From an optimization exercise on the open Yosys and OpenROAD flow, aimed at small area and few clock cycles; shortcuts taken in it are not production practice. Function was checked by simulation only, so behaviour that the tests miss may differ from the original. Power figures rest on the tool's default switching activity, not on a simulated workload.

== nickel ==
// rapidlok_track_decoder
module rapidlok_track_decoder (
    input  wire        clk,
    input  wire        rst,
    input  wire        in_valid,
    output wire        in_ready,
    input  wire [7:0]  in_data,
    input  wire        in_last,
    input  wire [7:0]  trk,
    output wire        hdr_valid,
    output wire [4:0]  hdr_sec,
    output wire [15:0] hdr_pos,
    output wire        pay_valid,
    output wire [15:0] pay_data,
    output wire        span_valid,
    output wire        span_mark,
    output wire        trk_done,
    output wire [4:0]  trk_nfound
);
For scale: about 550 cells after synthesis, ~68 I/O pins.
Settings: LEC_CHECK=0, ABC_AREA=1, CAP_MARGIN=20, CORE_MARGIN=2, CORE_UTILIZATION=40, SLEW_MARGIN=20; clock period 10.0 ns.
standard.sh (not shown) runs the stock make flow with config.mk's settings and CLKGATE_MAP_FILE= SYNTH_SCRIPT=/design/flow/synth_recipe.tcl, a recipe that flattens the netlist after the stock synthesis.
==> flow/flow/run.sh <==
#!/bin/bash
# The standard layout (standard.sh) with three changes:
#  - synthesis maps the logic with an area-oriented ABC script and no adder
#    extraction (flow/synth.tcl, flow/area.abc); flip-flops are mapped as before
#  - the port buffers are the smallest buffer, sky130_fd_sc_hd__buf_1
#  - clock tree synthesis uses small clock buffers
set -euo pipefail
here=$(pwd)
sed "s#SYNTH_SCRIPT=[^ ]*#SYNTH_SCRIPT=$here/flow/synth.tcl#" standard.sh > flow_standard.sh
export FLOW_ABC_SCRIPT=$here/flow/area.abc
export BUFFER_PORTS_ARGS="-buffer_cell sky130_fd_sc_hd__buf_1"
if [[ -f flow/cts_args ]]; then export CTS_ARGS="$(cat flow/cts_args)"; fi
bash flow_standard.sh ADDER_MAP_FILE= finish > flow_make.log 2>&1
==> flow/flow/area.abc <==
strash
&get -n
&fraig -x
&put
scorr
dc2
strash
dch -f
amap
topo
==> flow/flow/cts_args <==
-sink_clustering_enable -repair_clock_nets -buf_list sky130_fd_sc_hd__clkbuf_8 -root_buf sky130_fd_sc_hd__clkbuf_16 -dont_use_dummy_load
==> flow/flow/synth.tcl <==
# The standard flow's synthesis script (synth_recipe.tcl), with ABC run on an area-oriented
# script of our own. Flip-flop mapping and naming are unchanged.
proc synth {args} { yosys synth -nofsm -noshare {*}$args }
proc abc {args} {
  set i [lsearch -exact $args -script]
  if {$i >= 0} { set args [lreplace $args [expr {$i + 1}] [expr {$i + 1}] $::env(FLOW_ABC_SCRIPT)] }
  yosys abc {*}$args
}
source $::env(SCRIPTS_DIR)/synth.tcl
# left out here: clear keep_hierarchy, flatten, clean up, hide names made inside functions, write 1_2_yosys.v
Testbench counts of nickel, summed over its fixed seeds: cycles 192,272.
Edits applied to the flow inputs when going from nickel to sierra:
Settings: changing CORE_UTILIZATION from 40 to 55.
==> flow/flow/cts_args <==
-sink_clustering_enable -repair_clock_nets -buf_list {sky130_fd_sc_hd__clkbuf_4 sky130_fd_sc_hd__clkbuf_8} -root_buf sky130_fd_sc_hd__clkbuf_8 -sink_clustering_size 10 -dont_use_dummy_load
Results
sierra did not stop at any stage, and its layout met the timing, DRC and antenna checks.
Compared with nickel, sierra ends up with less cell area.
Largest stage delay on the critical path was lower in the run labelled nickel.
Diff nickel..sierra | count of plain and timing-repair buffers | unchanged
Compare nickel and sierra | latest clock arrival within the worst-skew pair higher: sierra
Here is what was changed in the inputs of zinc compared with sierra.
==> flow/flow/area.abc <==
strash
&get -n
&fraig -x
&put
scorr
dc2
strash
&get -n
&deepsyn -T 20
&put
dch -f
amap
topo
==> flow/flow/cts_args <==
-sink_clustering_enable -repair_clock_nets -buf_list sky130_fd_sc_hd__clkbuf_8 -root_buf sky130_fd_sc_hd__clkbuf_8 -dont_use_dummy_load
[summary]
From sierra to zinc the numbers moved as follows: final design instance area without fill fell by 240 sq um; non-clock buffering overhead in the final layout decreased 0.19 points.
As far as worst clock skew is concerned, zinc and sierra perform about the same.
Input-level comparison between fjord and zinc:
Settings: CORE_UTILIZATION changed from 55 to 60.
==> flow/flow/area.abc <==
strash
&get -n
&fraig -x
&put
scorr
dc2
strash
dch -f
amap
topo
==> flow/flow/cts_args <==
-sink_clustering_enable -repair_clock_nets -buf_list sky130_fd_sc_hd__clkbuf_4 -root_buf sky130_fd_sc_hd__clkbuf_8 -dont_use_dummy_load
In fjord, share of the synthesized area in compound gates (AO/OA/AOI/OAI) is higher than in zinc.
Wire length of fjord exceeds that of zinc by a little under 10%.
fjord vs zinc — die outline height dropped about 2%.
Compared with zinc, in fjord sequential cell fraction of total power -4.0 points; maximum clock rate -about 9%.
fjord: sequential fraction of the synthesis area 2.5 points below zinc
Taking zinc as the reference, in fjord period utilization grew by 6.9 points, total power now larger.
## Diff of input files: juniper against fjord
Settings: CORE_UTILIZATION: 60 -> 70.
==> flow/flow/cts_args <==
-sink_clustering_enable -repair_clock_nets -buf_list sky130_fd_sc_hd__clkbuf_8 -root_buf sky130_fd_sc_hd__clkbuf_8 -dont_use_dummy_load
--- outcome ---
Of fjord and juniper, the run reporting the lower fraction of power consumed by the clock network was juniper.
Design area of juniper is on par with fjord.
Relative to fjord, final setup slack of the worst path has gone down in juniper.
Comparing fjord with juniper, the clock insertion delay at the later pin of the skew report came out essentially unchanged.

---

Setup of job 6824:
rapidlok_track_decoder, a different RTL version from the one above (not shown whole).
For scale: ~110 flip-flops, roughly 68 I/O pins.
## rapidlok_track_decoder
module rapidlok_track_decoder (
    input  wire        clk,
    input  wire        rst,
    input  wire        in_valid,
    output wire        in_ready,
    input  wire [7:0]  in_data,
    input  wire        in_last,
    input  wire [7:0]  trk,
    output wire        hdr_valid,
    output wire [4:0]  hdr_sec,
    output wire [15:0] hdr_pos,
    output wire        pay_valid,
    output wire [15:0] pay_data,
    output wire        span_valid,
    output wire        span_mark,
    output wire        trk_done,
    output wire [4:0]  trk_nfound
);
clock: 10.0 ns
lec_check: 0
cap_margin: 20
core_margin: 2
core_utilization: 40
slew_margin: 20
run.sh (not shown) runs the stock make flow with config.mk's settings and CLKGATE_MAP_FILE= SYNTH_SCRIPT=/design/flow/synth_recipe.tcl, a recipe that flattens the netlist after the stock synthesis.
Stock flow here: none of the scripts above is used.
Testbench counts of job 6824, summed over its fixed seeds: cycles 192,272.
Relative to job 6824, the following input files were edited for job 663:
Settings: putting ABC_AREA at 1 where nothing was set.
==> flow/flow/run.sh (new file) <==
#!/bin/bash
# The standard layout (standard.sh) with three changes:
#  - synthesis maps the logic with an area-oriented ABC script and no adder
#    extraction (flow/synth.tcl, flow/area.abc); flip-flops are mapped as before
#  - the port buffers are the smallest buffer, sky130_fd_sc_hd__buf_1
#  - clock tree synthesis uses small clock buffers
set -euo pipefail
here=$(pwd)
sed "s#SYNTH_SCRIPT=[^ ]*#SYNTH_SCRIPT=$here/flow/synth.tcl#" standard.sh > flow_standard.sh
export FLOW_ABC_SCRIPT=$here/flow/area.abc
export BUFFER_PORTS_ARGS="-buffer_cell sky130_fd_sc_hd__buf_1"
if [[ -f flow/cts_args ]]; then export CTS_ARGS="$(cat flow/cts_args)"; fi
bash flow_standard.sh ADDER_MAP_FILE= finish > flow_make.log 2>&1
==> flow/flow/area.abc (new file) <==
strash
&get -n
&fraig -x
&put
scorr
dc2
strash
dch -f
amap
topo
==> flow/flow/synth.tcl (new file) <==
# The standard flow's synthesis script (synth_recipe.tcl), with ABC run on an area-oriented
# script of our own. Flip-flop mapping and naming are unchanged.
proc synth {args} { yosys synth -nofsm -noshare {*}$args }
proc abc {args} {
  set i [lsearch -exact $args -script]
  if {$i >= 0} { set args [lreplace $args [expr {$i + 1}] [expr {$i + 1}] $::env(FLOW_ABC_SCRIPT)] }
  yosys abc {*}$args
}
source $::env(SCRIPTS_DIR)/synth.tcl
# left out here: clear keep_hierarchy, flatten, clean up, hide names made inside functions, write 1_2_yosys.v
==> flow/standard.sh (new file) <==
#!/bin/bash
# synth_recipe.tcl (not shown) runs the flow's synth.tcl, then flattens the netlist and writes it again
# the make line also repeats each setting of config.mk as NAME=value (left out here)
make -C /OpenROAD-flow-scripts/flow DESIGN_CONFIG=/design/flow/config.mk WORK_HOME=/design/flow/orfs CLKGATE_MAP_FILE= SYNTH_SCRIPT=/design/flow/synth_recipe.tcl "${@:-finish}"
removed: flow/run.sh
Findings:
- Leading cell type in the layout, fill and taps excluded: clkdlybuf4s50_1 -> job 6824, nor2_1 -> job 663
- Diff job 6824 -> job 663: post-synthesis average cell area dropped 8.5%, worst clock skew barely changed, part of the cycle the worst path needs climbed 2.2 points.
- Job 663 vs job 6824, critical path launch point: trk[6] vs trk[1]
- Job 663 against job 6824; final wirelength is down by more than 10%.
- Comparing sequential power for job 663 and job 6824, the bigger number came from job 663.
- In the tables for job 663 and job 6824, maximum frequency reads lower with job 663.
- Of job 663 and job 6824, the run reporting the lower design area was job 663.
- Taking job 6824 as the reference, in job 663 detail-routed via count per cell -3.9%; minimum setup slack in the final design lower.
diff inputs: job 663 => job 1849
==> flow/run.sh (new file) <==
#!/bin/bash
# synth_recipe.tcl (not shown) runs the flow's synth.tcl, then flattens the netlist and writes it again
# the make line also repeats each setting of config.mk as NAME=value (left out here)
make -C /OpenROAD-flow-scripts/flow DESIGN_CONFIG=/design/flow/config.mk WORK_HOME=/design/flow/orfs CLKGATE_MAP_FILE= SYNTH_SCRIPT=/design/flow/synth_recipe.tcl finish
removed: flow/flow/run.sh
removed: flow/flow/area.abc
removed: flow/flow/synth.tcl
removed: flow/standard.sh
Area added between synthesis and finish: lower on job 663
Summary: global-route wire length before repair, job 1849 worse than job 663
The switching power of the nets in job 1849 sits about 15% below the value recorded for job 663.
#### Input delta (job 4043 over job 1849)
==> flow/flow/run.sh (new file) <==
#!/bin/bash
set -euo pipefail
export BUFFER_PORTS_ARGS="-buffer_cell sky130_fd_sc_hd__buf_1"
bash standard.sh finish > flow_make.log 2>&1
==> flow/standard.sh (new file) <==
#!/bin/bash
# synth_recipe.tcl (not shown) runs the flow's synth.tcl, then flattens the netlist and writes it again
# the make line also repeats each setting of config.mk as NAME=value (left out here)
make -C /OpenROAD-flow-scripts/flow DESIGN_CONFIG=/design/flow/config.mk WORK_HOME=/design/flow/orfs CLKGATE_MAP_FILE= SYNTH_SCRIPT=/design/flow/synth_recipe.tcl "${@:-finish}"
removed: flow/run.sh
==> run notes <==
Part of the cycle the worst path needs, job 1849 and job 4043: higher on job 1849
Compared with job 1849, in job 4043 final design utilization now smaller, length of routed met3 wiring now smaller.
Job 4043 does better than job 1849 on count of vias placed by the detailed router.
Side by side, ratio of routed vias to standard cells turned out lower in job 4043 than in job 1849.
Of job 1849 and job 4043, the lower power belongs to job 4043.
Any difference in post-route worst hold slack between job 4043 and job 1849 is small enough to ignore.

port drivers added, routing unchanged:
No port has a modelled driver above. Below, the same layouts with a new extraction and two added sets of constraints.
Step 1 (the two cells are an assumption about what drives the block):
set clk [get_ports {clk}]
set_driving_cell -lib_cell sky130_fd_sc_hd__clkbuf_16 $clk
set_driving_cell -lib_cell sky130_fd_sc_hd__buf_2 [delete_from_list [all_inputs] $clk]
Step 2, shift: input delay + t, output delay - t, t = (earliest + latest rising clock arrival at the registers) / 2. This alone moves slack from input paths to output paths.
Three values: ideal ports, drivers, drivers and shift; two values: the first two.
run	shift t [ns]	setup WS [ns]	slew at the worst register clock pin (ns)
nickel	0.374	2.341 / 2.308 / 2.308	0.07 / 0.07
sierra	0.383	2.208 / 2.180 / 2.180	0.11 / 0.11
zinc	0.372	2.751 / 2.727 / 2.727	0.11 / 0.11
fjord	0.401	2.063 / 2.018 / 2.018	0.12 / 0.12
juniper	0.390	1.959 / 1.927 / 1.927	0.12 / 0.12
job 6824	0.391	1.951 / 1.924 / 1.924	0.07 / 0.07
job 663	0.394	1.732 / 1.711 / 1.711	0.08 / 0.08
job 1849	0.390	2.124 / 2.104 / 2.104	0.07 / 0.07
job 4043	0.385	2.872 / 2.848 / 2.848	0.07 / 0.07
After both steps every run listed still meets setup and hold. The setup slack of fjord, which loses most, moves by -0.045 ns with the drivers and by -0.045 ns with both steps.
